Background: an optimization exercise with open tools, aiming at small area, a short achievable clock period and few clock cycles per item. Do not read the settings as production practice.
In this exercise RTL edits were held to simulation tests only and were not proved equivalent to the original.

[design/flow/config.mk]
export PLATFORM = sky130hd
export DESIGN_NAME = yrc_canny_px
export DESIGN_NICKNAME = yrc_canny_px
export VERILOG_FILES = /design/flow/design.v
export SDC_FILE = /design/flow/constraint.sdc
export NUM_CORES = 4
export LEC_CHECK = 0
export CAP_MARGIN = 20
export CORE_MARGIN = 2
export CORE_UTILIZATION = 40
export SLEW_MARGIN = 20
[design/flow/constraint.sdc]
create_clock -name core_clock -period 17.0 [get_ports {clk}]
set_input_delay 3.4000 -clock core_clock [delete_from_list [all_inputs] [get_ports {clk}]]
set_output_delay 3.4000 -clock core_clock [all_outputs]
set_load 0.01 [all_outputs]
[design/flow/design.v]
module yrc_sobel (
    input  wire [71:0]        w,
    output wire signed [10:0] dx,
    output wire signed [10:0] dy,
    output wire [10:0]        mag
);
    wire signed [11:0] p00 = {4'd0, w[ 7: 0]};
    wire signed [11:0] p10 = {4'd0, w[15: 8]};
    wire signed [11:0] p20 = {4'd0, w[23:16]};
    wire signed [11:0] p01 = {4'd0, w[31:24]};
    wire signed [11:0] p21 = {4'd0, w[47:40]};
    wire signed [11:0] p02 = {4'd0, w[55:48]};
    wire signed [11:0] p12 = {4'd0, w[63:56]};
    wire signed [11:0] p22 = {4'd0, w[71:64]};
    wire signed [11:0] gx = (p20 + 2 * p21 + p22) - (p00 + 2 * p01 + p02);
    wire signed [11:0] gy = (p02 + 2 * p12 + p22) - (p00 + 2 * p10 + p20);
    wire [10:0] ax = gx[11] ? -gx[10:0] : gx[10:0];
    wire [10:0] ay = gy[11] ? -gy[10:0] : gy[10:0];
    assign dx  = gx[10:0];
    assign dy  = gy[10:0];
    assign mag = ax + ay;
endmodule
module yrc_canny_px (
    input  wire         clk,
    input  wire         rst,          
    input  wire         in_valid,
    output wire         in_ready,
    input  wire [199:0] in_win,       
    input  wire [3:0]   in_border,    
    output reg          out_valid,
    input  wire         out_ready,
    output reg  [10:0]  out_mag,      
    output reg  [1:0]   out_sector,   
    output reg  [1:0]   out_class     
);
    localparam [1:0] HORIZ = 2'd0, VERT = 2'd1, DIAGP = 2'd2, DIAGN = 2'd3;
    localparam [1:0] NONEDGE = 2'd0, WEAK = 2'd1, STRONG = 2'd2;
    wire signed [10:0] dx [0:8];
    wire signed [10:0] dy [0:8];
    wire [10:0]        m  [0:8];
    genvar a, b;
    generate
        for (b = 0; b < 3; b = b + 1) begin : row
            for (a = 0; a < 3; a = a + 1) begin : col
                wire [71:0] w3 = {in_win[8*(5*(b+2)+a) +: 24],
                                  in_win[8*(5*(b+1)+a) +: 24],
                                  in_win[8*(5*b+a)     +: 24]};
                yrc_sobel u_sobel (.w(w3), .dx(dx[3*b+a]), .dy(dy[3*b+a]), .mag(m[3*b+a]));
            end
        end
    endgenerate
    wire at_left   = in_border[0];
    wire at_right  = in_border[1];
    wire at_top    = in_border[2];
    wire at_bottom = in_border[3];
    wire [10:0] m_l  = at_left                ? 11'd0 : m[3];
    wire [10:0] m_r  = at_right               ? 11'd0 : m[5];
    wire [10:0] m_u  = at_top                 ? 11'd0 : m[1];
    wire [10:0] m_d  = at_bottom              ? 11'd0 : m[7];
    wire [10:0] m_ul = (at_left  || at_top)    ? 11'd0 : m[0];
    wire [10:0] m_ur = (at_right || at_top)    ? 11'd0 : m[2];
    wire [10:0] m_dl = (at_left  || at_bottom) ? 11'd0 : m[6];
    wire [10:0] m_dr = (at_right || at_bottom) ? 11'd0 : m[8];
    wire signed [10:0] cdx = dx[4];
    wire signed [10:0] cdy = dy[4];
    wire [10:0] ax = cdx[10] ? -cdx : cdx;
    wire [10:0] ay = cdy[10] ? -cdy : cdy;
    wire [31:0] ay_s  = {21'd0, ay} * 32'd32768;
    wire [31:0] ax_lo = {21'd0, ax} * 32'd13573;
    wire [31:0] ax_hi = {21'd0, ax} * 32'd79109;
    reg [1:0] sector;
    always @(*) begin
        if (ay_s < ax_lo)       sector = HORIZ;
        else if (ay_s > ax_hi)  sector = VERT;
        else if (cdx[10] != cdy[10]) sector = DIAGN;
        else                    sector = DIAGP;
    end
    wire [10:0] mc = m[4];
    reg is_max;
    always @(*) begin
        case (sector)
            HORIZ:   is_max = (mc > m_l)  && (mc >= m_r);
            VERT:    is_max = (mc > m_u)  && (mc >= m_d);
            DIAGP:   is_max = (mc > m_ul) && (mc > m_dr);
            default: is_max = (mc > m_ur) && (mc > m_dl);
        endcase
    end
    wire [1:0] cls = (mc > 11'd50 && is_max) ? ((mc > 11'd150) ? STRONG : WEAK) : NONEDGE;
    assign in_ready = !out_valid || out_ready;
    always @(posedge clk) begin
        if (rst) begin
            out_valid <= 1'b0;
        end else if (in_ready) begin
            out_valid <= in_valid;
        end
    end
    always @(posedge clk) begin
        if (in_valid && in_ready) begin
            out_mag    <= mc;
            out_sector <= sector;
            out_class  <= cls;
        end
    end
endmodule
[design/flow/run.sh]
#!/bin/bash
# synth_recipe.tcl (not shown) runs the flow's synth.tcl, then flattens the netlist and writes it again
# the make line also repeats each setting of config.mk as NAME=value (left out here)
make -C /OpenROAD-flow-scripts/flow DESIGN_CONFIG=/design/flow/config.mk WORK_HOME=/design/flow/orfs CLKGATE_MAP_FILE= SYNTH_SCRIPT=/design/flow/synth_recipe.tcl finish
==> flow_summary.json <==
{
  "drt_iter0_drc": 2586,
  "cts.reportedPaths.clkPinSlew_ns": 0.05,
  "start_kind": "primary input",
  "syn_to_final_growth_pct": 11.0,
  "cts_tree": "yes",
  "grt_max_degree": 17,
  "place_area_um2": 40700,
  "synth.yosys.warnings": 1,
  "fmaxAchievable_mhz": 67.3,
  "core.rowCount": 111,
  "yosys-top-cells-area": "ha_1, fa_1, xnor2_1",
  "syn-num-nets": 5880,
  "cp.required_ns": 16.97,
  "synthCells": 4563,
  "drv_slew": 0,
  "antenna_found_initial": 12,
  "grt_overflow_total": 0,
  "synth_edf_count": 15,
  "io_pins": 225,
  "worstPathArrival_ns": 14.83,
  "die_h_um": 307,
  "worstMarginPinSlew_ns": 1.19,
  "numPortBuffers": 224,
  "cts_buffer_depth": 2,
  "nets": 6121,
  "drive_above_1_share": 0.0185,
  "yosysUniqueCellTypes": 93,
  "clk_latency_ns": 0.24,
  "syn_area_um2": 36800,
  "drcViolationCount": 0,
  "gr-usage-all-layers": 0.264,
  "slowest_stage": "xnor2_1",
  "hpwl_um": 113000,
  "drt-total-wl_um": 125000,
  "drtAntennaViolNets": 0,
  "final_cell_mix": "ha_1, inv_1, xnor2_1",
  "fp.dieW_um": 307,
  "stdcell_area_um2": 40800,
  "cts_buffers": 3,
  "rsz0062_at_grt": "no",
  "post-route-min-period_ns": 14.86,
  "cts_resized": 0,
  "setup_viol": 0,
  "crit_type": "in -> reg",
  "clock-sinks": 16,
  "grt_pass1_vias": 32100,
  "fin_ws_ns": 2.14,
  "core-area_um2": 91400,
  "final_common_cell": "ha_1",
  "vias": 33200,
  "tns_ns": 0,
  "final_core_util": 0.447,
  "drt_first_pass_iters": 5,
  "syn_avg_cell_area_um2": 8.06,
  "grt_first_pass_wirelength_um": 188000,
  "cp_max_fo": 13,
  "relSlewSlack": 0.201,
  "yosysSeqAreaShare": 0.0128,
  "ys_ff_latch": 16,
  "start_util": 0.402,
  "finalHoldViolations": 0,
  "yosysTopAreaCell": "ha_1",
  "detail_route.wl_per_cell_um": 20.9,
  "worst_setup_path_end_kind": "register",
  "cpPeakStageDelay_ns": 0.79,
  "pre_cts_ws_ns": 2.00,
  "clock_skew_ns": 0.00183,
  "vias_per_cell": 5.54,
  "root_buffer": "clkbuf_16",
  "synth.top_cell.area_share": 0.278,
  "h-tree-depth": 1,
  "cts_hold_buf": 0,
  "synth_flop_cell": "edfxtp_1",
  "post-route-period-util": 0.874,
  "status": "finished clean",
  "hold_class": "reg -> reg",
  "dieArea_um2": 94400,
  "cts_setup_buffers": 0,
  "max-cap-violations": 0,
  "async_reset_ff_frac": 0,
  "gp_congestion": 0.961
}
==> stage by stage <==
stage               std cells  hold slack [ns]
floorplan                4563            0.593
global placement         5985            0.506
detailed placement       5985            0.527
CTS                      5989            0.534
global route             5990            0.571
finish                   5992            0.527
==> final cells by class <==
class,instances,area (µm²)
Tap cell,1186,1480
Fill cell,9126,50600
Sequential cell,16,470
Antenna cell,3,7.51
Clock inverter,1,3.75
Clock buffer,3,75.1
Inverter,679,2550
Timing Repair Buffer,259,2500
Multi-Input combinational cell,3845,33700
==> cells by family after synthesis <==
kind of cell / synth area share
XOR/XNOR: 0.144
flip-flops: 0.0128
adder cells (fa/ha/maj): 0.437
AND/OR/NAND/NOR: 0.131
buffers and inverters: 0.0717
AO/OA/AOI/OAI: 0.200
multiplexers: 0.00388
==> worst max-delay path, delay by kind of cell <==
family	cells	cell delay [ns]
adders and majority gates	12	4.93
buffers and inverters	5	0.92
and+or+nand+nor	11	1.67
xor gates and xnor gates	4	1.59
AOI/OAI and AO/OA	13	2.30
==> registers in the layout, summed over array words and instances (netlist names) <==
signal      count
out_mag        11
out_class       2
out_sector      2
out_valid       1
==> synthesized netlist by cell type (all sizes together), types with 11 or more instances <==
library cell,count
a2111oi,11
a211o,15
a211oi,54
a21o,118
a21oi,378
a31oi,21
and2,26
and3,23
clkbuf,22
edfxtp,15
fa,292
ha,817
inv,679
mux2i,12
nand2,223
nand2b,56
nand3,57
nand4,18
nor2,293
nor2b,89
nor3,96
nor4,22
o211ai,19
o21a,69
o21ai,180
o21bai,133
o31ai,25
o41ai,19
or2,17
or3,28
or4,11
xnor2,427
xor2,169
==> metal layers <==
| layer | routed length (µm) | GRT usage | up-vias |
|---|---|---|---|
| met4 | 3380 | 0.0604 | 8 |
| li1 | - | - | 16300 |
| met5 | 48 | 0 | - |
| met1 | 58600 | 0.380 | 15800 |
| met2 | 53600 | 0.421 | 1023 |
| met3 | 9590 | 0.0289 | 136 |
==> path summary, 6_finish.rpt <==
| path | start | end | slack [ns] | cells after the start |
|---|---|---|---|---|
| hold / removal | out_valid | out_valid | 0.53 | 2 |
| hold reg to reg | out_valid | out_valid | 0.53 | 2 |
| setup / recovery | in_win[49] | out_class[1] | 2.14 | 45 |
| setup reg to reg | out_valid | out_mag[3] | 15.64 | 2 |
Testbench counts, summed over its fixed seeds: cycles 12,004, items 12,000.

## port drivers added, routing unchanged
The results above use ideal ports. As a check the final layout listed here was re-extracted and re-timed, cells and wires unchanged.
Step 1: set_driving_cell puts a clkbuf_16 on clk and a buf_2 on each other input, an assumption about the parent block.
Step 2 also shifts input and output timing later by t, the mid clock arrival at the registers, as if the neighbouring blocks saw the same clock.
a / b / c = ideal ports / drivers / drivers and shift; a / b = the first two.
t (ns): 0.274
setup slack, ns: 2.139 / 2.145 / 1.871
clock arrival spread, ns: 0.002 / 0.001
After both steps setup and hold are still met in this run. The setup slack of this run moves by +0.006 ns with the drivers and by -0.268 ns with both steps.
